This design comes from an exercise in tuning for small area, a short achievable clock period and few clock cycles per item on the open sky130 flow, not from production work.
RTL that was checked went through simulation tests only; none was proved equivalent to the original.
Power and IR drop assume default switching activity.

== P ==
==> flow/design.v <==
`default_nettype none
module hmvf_tx (
    input  wire        clk,
    input  wire        rst,
    input  wire        cmd_valid,
    output wire        cmd_ready,
    input  wire [3:0]  cmd_op,
    input  wire [63:0] cmd_value,
    output wire        out_valid,
    input  wire        out_ready,
    output wire [7:0]  out_data,
    output wire        out_last
);
    localparam OP_VI   = 4'd0;
    localparam OP_BOOL = 4'd3;
    reg        rdy;         
    reg        a_valid;
    reg        a_last;      
    reg        a_var;       
    reg        a_vi;        
    reg [7:0]  a_sel;       
    reg [63:0] a;
    reg        o_valid, o_last;
    reg [7:0]  o_data;
    reg        s_valid, s_last;
    reg [7:0]  s_data;
    wire push = a_valid && !s_valid;
    wire ld   = !a_valid || (a_last && !s_valid);
    reg [7:0] a_byte;
    integer k;
    always @(*) begin
        a_byte = {8{a_sel[0]}} & {a_var ? !a_last : a[7], a[6:0]};
        for (k = 1; k < 8; k = k + 1)
            a_byte = a_byte | ({8{a_sel[k]}} & a[8*k +: 8]);
    end
    wire [63:0] a_shr    = {7'd0, a[63:39], a_vi ? 7'd0 : a[38:32], a[31:7]};
    wire        shr_last = (a[31:14] == 18'd0) && (a_vi || a[63:32] == 32'd0);
    wire in_vi    = (cmd_op == OP_VI);
    wire in_var   = (cmd_op[3:1] == 3'd0);
    wire in_bool  = (cmd_op == OP_BOOL);
    wire in_b16   = (cmd_op[3:1] == 3'd2);
    wire in_b32   = (cmd_op[3:1] == 3'd3);
    wire in_b64   = cmd_op[3];
    wire in_vlast = (cmd_value[31:7] == 25'd0) && (in_vi || cmd_value[63:32] == 32'd0);
    wire in_last  = in_var ? in_vlast : !(in_b16 || in_b32 || in_b64);
    wire s_valid_n = !out_ready && (s_valid || (a_valid && o_valid));
    wire a_last_n  = ld ? in_last : (!push ? a_last : a_var ? shr_last : a_sel[1]);
    wire a_valid_n = ld ? cmd_valid : a_valid;
    wire rdy_n     = !a_valid_n || (a_last_n && !s_valid_n);
    wire o_free = !o_valid || out_ready;
    always @(posedge clk) begin
        if (rst) begin
            rdy     <= 1'b1;
            a_valid <= 1'b0;
            o_valid <= 1'b0;
            s_valid <= 1'b0;
        end else begin
            rdy     <= rdy_n;
            a_valid <= a_valid_n;
            s_valid <= s_valid_n;
            if (s_valid || push)
                o_valid <= 1'b1;
            else if (out_ready)
                o_valid <= 1'b0;
        end
        if (s_valid) begin
            if (out_ready) begin
                o_data <= s_data;
                o_last <= s_last;
            end
        end else if (push) begin
            if (o_free) begin
                o_data <= a_byte;
                o_last <= a_last;
            end else begin
                s_data <= a_byte;
                s_last <= a_last;
            end
        end
        a_last <= a_last_n;
        if (ld) begin
            a_var <= in_var;
            a_vi  <= in_vi;
            a_sel <= {in_b64, 3'd0, in_b32, 1'b0, in_b16, !(in_b16 || in_b32 || in_b64)};
            a     <= {cmd_value[63:8], cmd_value[7:1] & {7{!in_bool}}, cmd_value[0]};
        end else if (push) begin
            if (a_var)
                a <= a_shr;
            else
                a_sel <= {1'b0, a_sel[7:1]};
        end
    end
    assign cmd_ready = rdy;
    assign out_valid = o_valid;
    assign out_data  = o_data;
    assign out_last  = o_last;
endmodule
`default_nettype wire
`default_nettype none
module hmvf_rx (
    input  wire        clk,
    input  wire        rst,
    input  wire        cmd_valid,
    output wire        cmd_ready,
    input  wire [3:0]  cmd_op,
    input  wire        in_valid,
    output wire        in_ready,
    input  wire [7:0]  in_data,
    output wire        done,
    output wire [63:0] value,
    output wire        ovf,
    output wire [3:0]  cblen,
    output wire [79:0] cb
);
    localparam OP_VI   = 4'd0;
    localparam OP_VL   = 4'd1;
    localparam OP_BOOL = 4'd3;
    localparam OP_I16  = 4'd4;
    localparam OP_I32  = 4'd6;
    reg        cur_v, pend_v;
    reg        rdy;         
    reg [3:0]  cur_op, pend_op;
    reg        c_vi, c_var;   
    reg [9:0]  pos;         
    reg        lastb;       
    reg        wall;        
    reg        vi4;         
    reg        done_r;
    reg        ovf_r;
    reg [3:0]  cblen_r;
    reg [63:0] v;
    reg [37:0] ch;          
    reg [9:0]  cont;        
    integer kk;
    wire acc   = cmd_valid && !pend_v;
    wire take  = cur_v && in_valid;
    wire c_vl   = (cur_op == OP_VL);
    wire c_bool = (cur_op == OP_BOOL);
    wire c_sext = (cur_op == OP_I16) || (cur_op == OP_I32);
    wire c_b16  = (cur_op[3:1] == 3'd2);
    wire c_b32  = (cur_op[3:1] == 3'd3);
    wire c_b64  = cur_op[3];
    wire fin    = take && (lastb || (c_var && !in_data[7]));
    wire pend_n = cur_v && !fin && (pend_v || acc);
    wire [3:0] nx_op  = pend_v ? pend_op : cmd_op;
    wire       nx_one = (nx_op[3:1] == 3'd1);       
    wire lastb_sh = (c_vi && pos[3]) || (c_vl && pos[8]) || (c_b16 && pos[0]) ||
                    (c_b32 && pos[2]) || (c_b64 && pos[6]);
    wire       newc    = !cur_v || fin;
    wire [9:0] pos_n   = !take ? pos : fin ? 10'd1 : {pos[8:0], 1'b0};
    wire       c_var_n = newc ? (nx_op[3:1] == 3'd0) : c_var;
    wire       c_vi_n  = newc ? (nx_op == OP_VI) : c_vi;
    assign cmd_ready = rdy;
    assign in_ready  = cur_v;
    wire [7:0] be_in = c_bool ? {7'd0, in_data[0]} : in_data;
    wire       fill  = c_sext && in_data[7];
    always @(posedge clk) begin
        if (rst) begin
            cur_v  <= 1'b0;
            pend_v <= 1'b0;
            rdy    <= 1'b1;
            pos    <= 10'd1;
            wall   <= 1'b1;
            vi4    <= 1'b0;
            done_r <= 1'b0;
        end else begin
            done_r <= fin;
            if (!cur_v || fin)
                cur_v <= pend_v || acc;
            pend_v <= pend_n;
            rdy    <= !pend_n;
            pos    <= pos_n;
            wall   <= pos_n[0] || !c_var_n;
            vi4    <= c_vi_n && pos_n[4];
        end
        c_vi  <= c_vi_n;
        c_var <= c_var_n;
        if (!cur_v || fin) begin
            cur_op <= nx_op;
            lastb  <= nx_one;
        end else if (take)
            lastb  <= lastb_sh;
        if (acc)
            pend_op <= cmd_op;
        cblen_r <= {pos[7] | pos[8] | pos[9],
                    pos[3] | pos[4] | pos[5] | pos[6],
                    pos[1] | pos[2] | pos[5] | pos[6] | pos[9],
                    pos[0] | pos[2] | pos[4] | pos[6] | pos[8]};
        ovf_r   <= c_var && in_data[7];
        for (kk = 0; kk < 10; kk = kk + 1)
            cont[kk] <= (pos >> (kk + 1)) != 10'd0 || (pos[kk] && in_data[7]);
    end
    genvar i;
    generate
        for (i = 0; i < 64; i = i + 1) begin : g_v
            localparam integer G = (i < 63) ? i / 7 : 9;     
            wire first_d = c_var ? ((i < 7) ? in_data[i] : 1'b0)
                                 : ((i < 8) ? be_in[i] : fill);
            wire var_d   = (c_vi && i >= 32) ? in_data[3] : in_data[i % 7];
            wire be_d    = (i < 8) ? in_data[i] : v[(i < 8) ? 0 : i - 8];
            wire wr      = wall || pos[G] || (i >= 32 && vi4);
            always @(posedge clk)
                if (take && wr)
                    v[i] <= pos[0] ? first_d : (c_var ? var_d : be_d);
        end
    endgenerate
    always @(posedge clk) begin
        if (take && (wall || pos[4]))
            ch[2:0] <= pos[0] ? 3'd0 : in_data[6:4];
    end
    genvar k;
    generate
        for (k = 5; k < 10; k = k + 1) begin : g_ch
            always @(posedge clk)
                if (take && (wall || pos[k]))
                    ch[7*k-32 +: 7] <= pos[0] ? 7'd0 : in_data[6:0];
        end
    endgenerate
    assign done  = done_r;
    assign ovf   = ovf_r;
    assign cblen = cblen_r;
    assign value = v;
    genvar g;
    generate
        for (g = 0; g < 4; g = g + 1) begin : g_cb
            assign cb[8*g +: 8] = {cont[g], v[7*g +: 7]};
        end
        for (g = 5; g < 10; g = g + 1) begin : g_cbh
            assign cb[8*g +: 8] = {cont[g], ch[7*g-32 +: 7]};
        end
    endgenerate
    assign cb[39:32] = {cont[4], ch[2:0], v[31:28]};
endmodule
`default_nettype wire
`default_nettype none
module hmvf_codec (
    input  wire        clk,
    input  wire        rst,
    input  wire        tx_cmd_valid,
    output wire        tx_cmd_ready,
    input  wire [3:0]  tx_cmd_op,
    input  wire [63:0] tx_cmd_value,
    output wire        tx_out_valid,
    input  wire        tx_out_ready,
    output wire [7:0]  tx_out_data,
    output wire        tx_out_last,
    input  wire        rx_cmd_valid,
    output wire        rx_cmd_ready,
    input  wire [3:0]  rx_cmd_op,
    input  wire        rx_in_valid,
    output wire        rx_in_ready,
    input  wire [7:0]  rx_in_data,
    output wire        rx_done,
    output wire [63:0] rx_value,
    output wire        rx_ovf,
    output wire [3:0]  rx_cblen,
    output wire [79:0] rx_cb
);
    hmvf_tx u_tx (
        .clk       (clk),
        .rst       (rst),
        .cmd_valid (tx_cmd_valid),
        .cmd_ready (tx_cmd_ready),
        .cmd_op    (tx_cmd_op),
        .cmd_value (tx_cmd_value),
        .out_valid (tx_out_valid),
        .out_ready (tx_out_ready),
        .out_data  (tx_out_data),
        .out_last  (tx_out_last)
    );
    hmvf_rx u_rx (
        .clk       (clk),
        .rst       (rst),
        .cmd_valid (rx_cmd_valid),
        .cmd_ready (rx_cmd_ready),
        .cmd_op    (rx_cmd_op),
        .in_valid  (rx_in_valid),
        .in_ready  (rx_in_ready),
        .in_data   (rx_in_data),
        .done      (rx_done),
        .value     (rx_value),
        .ovf       (rx_ovf),
        .cblen     (rx_cblen),
        .cb        (rx_cb)
    );
endmodule
`default_nettype wire
Settings: LEC_CHECK=0, CAP_MARGIN=20, CORE_MARGIN=2, CORE_UTILIZATION=55, SETUP_SLACK_MARGIN=2.0, SLEW_MARGIN=20, TNS_END_PERCENT=5; clock period 4.0 ns.
standard.sh (not shown) runs the stock make flow with config.mk's settings and CLKGATE_MAP_FILE= SYNTH_SCRIPT=/design/flow/synth_recipe.tcl, a recipe that flattens the netlist after the stock synthesis.
==> flow/flow/run.sh <==
#!/bin/bash
# Standard ORFS layout, with the I/O port buffers made from the smallest
# buffer cell (timing repair upsizes the ones on critical paths).
set -euo pipefail
export BUFFER_PORTS_ARGS="-buffer_cell sky130_fd_sc_hd__buf_1"
bash standard.sh > standard.log 2>&1
> inputs changed (P -> Q)
==> flow/design.v, changed modules only <==
module hmvf_rx (
    input  wire        clk,
    input  wire        rst,
    input  wire        cmd_valid,
    output wire        cmd_ready,
    input  wire [3:0]  cmd_op,
    input  wire        in_valid,
    output wire        in_ready,
    input  wire [7:0]  in_data,
    output wire        done,
    output wire [63:0] value,
    output wire        ovf,
    output wire [3:0]  cblen,
    output wire [79:0] cb
);
    localparam OP_VI   = 4'd0;
    localparam OP_VL   = 4'd1;
    localparam OP_BOOL = 4'd3;
    localparam OP_I16  = 4'd4;
    localparam OP_I32  = 4'd6;
    reg        cur_v, pend_v;
    reg        rdy;         
    reg [3:0]  cur_op, pend_op;
    reg        c_vi, c_var;   
    reg [9:0]  pos;         
    reg        lastb;       
    reg        done_r;
    reg        ovf_r;
    reg [3:0]  cblen_r;
    reg [63:0] v;
    reg [37:0] ch;          
    reg [9:0]  cont;        
    wire acc   = cmd_valid && !pend_v;
    wire take  = cur_v && in_valid;
    wire c_vl   = (cur_op == OP_VL);
    wire c_bool = (cur_op == OP_BOOL);
    wire c_sext = (cur_op == OP_I16) || (cur_op == OP_I32);
    wire c_b16  = (cur_op[3:1] == 3'd2);
    wire c_b32  = (cur_op[3:1] == 3'd3);
    wire c_b64  = cur_op[3];
    wire fin    = take && (lastb || (c_var && !in_data[7]));
    wire pend_n = cur_v && !fin && (pend_v || acc);
    wire [3:0] nx_op  = pend_v ? pend_op : cmd_op;
    wire       nx_one = (nx_op[3:1] == 3'd1);       
    wire lastb_sh = (c_vi && pos[3]) || (c_vl && pos[8]) || (c_b16 && pos[0]) ||
                    (c_b32 && pos[2]) || (c_b64 && pos[6]);
    assign cmd_ready = rdy;
    assign in_ready  = cur_v;
    wire [7:0] be_in = c_bool ? {7'd0, in_data[0]} : in_data;
    wire       fill  = c_sext && in_data[7];
    always @(posedge clk) begin
        if (rst) begin
            cur_v  <= 1'b0;
            pend_v <= 1'b0;
            rdy    <= 1'b1;
            pos    <= 10'd1;
            done_r <= 1'b0;
        end else begin
            done_r <= fin;
            if (!cur_v || fin)
                cur_v <= pend_v || acc;
            pend_v <= pend_n;
            rdy    <= !pend_n;
            if (take)
                pos <= fin ? 10'd1 : {pos[8:0], 1'b0};
        end
        if (!cur_v || fin) begin
            cur_op <= nx_op;
            c_vi   <= (nx_op == OP_VI);
            c_var  <= (nx_op[3:1] == 3'd0);
            lastb  <= nx_one;
        end else if (take)
            lastb  <= lastb_sh;
        if (acc)
            pend_op <= cmd_op;
        if (fin) begin
            cblen_r <= {pos[7] | pos[8] | pos[9],
                        pos[3] | pos[4] | pos[5] | pos[6],
                        pos[1] | pos[2] | pos[5] | pos[6] | pos[9],
                        pos[0] | pos[2] | pos[4] | pos[6] | pos[8]};
            ovf_r   <= c_var && in_data[7];
        end
    end
    genvar i;
    generate
        for (i = 0; i < 64; i = i + 1) begin : g_v
            localparam integer G = (i < 63) ? i / 7 : 9;     
            wire first_d = c_var ? ((i < 7) ? in_data[i] : 1'b0)
                                 : ((i < 8) ? be_in[i] : fill);
            wire var_d   = (c_vi && i >= 32) ? in_data[3] : in_data[i % 7];
            wire be_d    = (i < 8) ? in_data[i] : v[(i < 8) ? 0 : i - 8];
            wire wr      = pos[0] || !c_var || pos[G] || (c_vi && i >= 32 && pos[4]);
            always @(posedge clk)
                if (take && wr)
                    v[i] <= pos[0] ? first_d : (c_var ? var_d : be_d);
        end
    endgenerate
    always @(posedge clk) begin
        if (take && (pos[0] || pos[4]))
            ch[2:0] <= pos[0] ? 3'd0 : in_data[6:4];
    end
    genvar k;
    generate
        for (k = 5; k < 10; k = k + 1) begin : g_ch
            always @(posedge clk)
                if (take && (pos[0] || pos[k]))
                    ch[7*k-32 +: 7] <= pos[0] ? 7'd0 : in_data[6:0];
        end
        for (k = 0; k < 10; k = k + 1) begin : g_cont
            always @(posedge clk)
                if (take && (pos[0] || pos[k]))
                    cont[k] <= (pos[0] && k != 0) ? 1'b0 : in_data[7];
        end
    endgenerate
    assign done  = done_r;
    assign ovf   = ovf_r;
    assign cblen = cblen_r;
    assign value = v;
    genvar g;
    generate
        for (g = 0; g < 4; g = g + 1) begin : g_cb
            assign cb[8*g +: 8] = {cont[g], v[7*g +: 7]};
        end
        for (g = 5; g < 10; g = g + 1) begin : g_cbh
            assign cb[8*g +: 8] = {cont[g], ch[7*g-32 +: 7]};
        end
    endgenerate
    assign cb[39:32] = {cont[4], ch[2:0], v[31:28]};
endmodule
[summary]
Q against P: first-pass GRT wire length saw a decrease; relative area change from synthesis to final layout shrank by 0.56 points; total power density per cell area fell by 1.1%; met2 routed wirelength saw a decrease; number of nets in the synthesized netlist fell by about 2.5%. P was larger in final cell area than Q. Per the comparison of Q with P, final worst-path setup slack increased by 0.037 ns relative to the old numbers, final critical path time including I/O delays and setup decreased by 0.037 ns relative to the old numbers.
Testbench counts of Q, summed over its fixed seeds: cycles 23,371, items 11,200.
Only the layout flow was run in P; the RTL was not checked for function there.

==> port drivers added, routing unchanged <==
The results above use ideal ports. As a check the final layouts listed here were re-extracted and re-timed, cells and wires unchanged. Step 1 sets driving cells, clkbuf_16 on the clock port and buf_2 on the other inputs (assumed; they add their load-dependent delay and slew). Step 2 adds t to the input delays and takes it off the output delays; t is the mean of the earliest and latest rising clock arrival at the registers after step 1. Input paths then give back, and output paths get back, about the clock's delay inside the block. Three values: ideal, step 1, step 2; two values: the first two.
run | t (ns) | slack for setup (ns) | worst hold slack (ns)
P | 0.572 | 2.015 / 1.971 / 1.478 | 0.466 / 0.447 / 0.542
Q | 0.564 | 2.052 / 2.005 / 1.601 | 0.487 / 0.465 / 0.547
After both steps setup and hold are still met in every run listed. For P, which loses most, drivers alone change the setup slack by -0.044 ns; drivers and shift together by -0.537 ns.
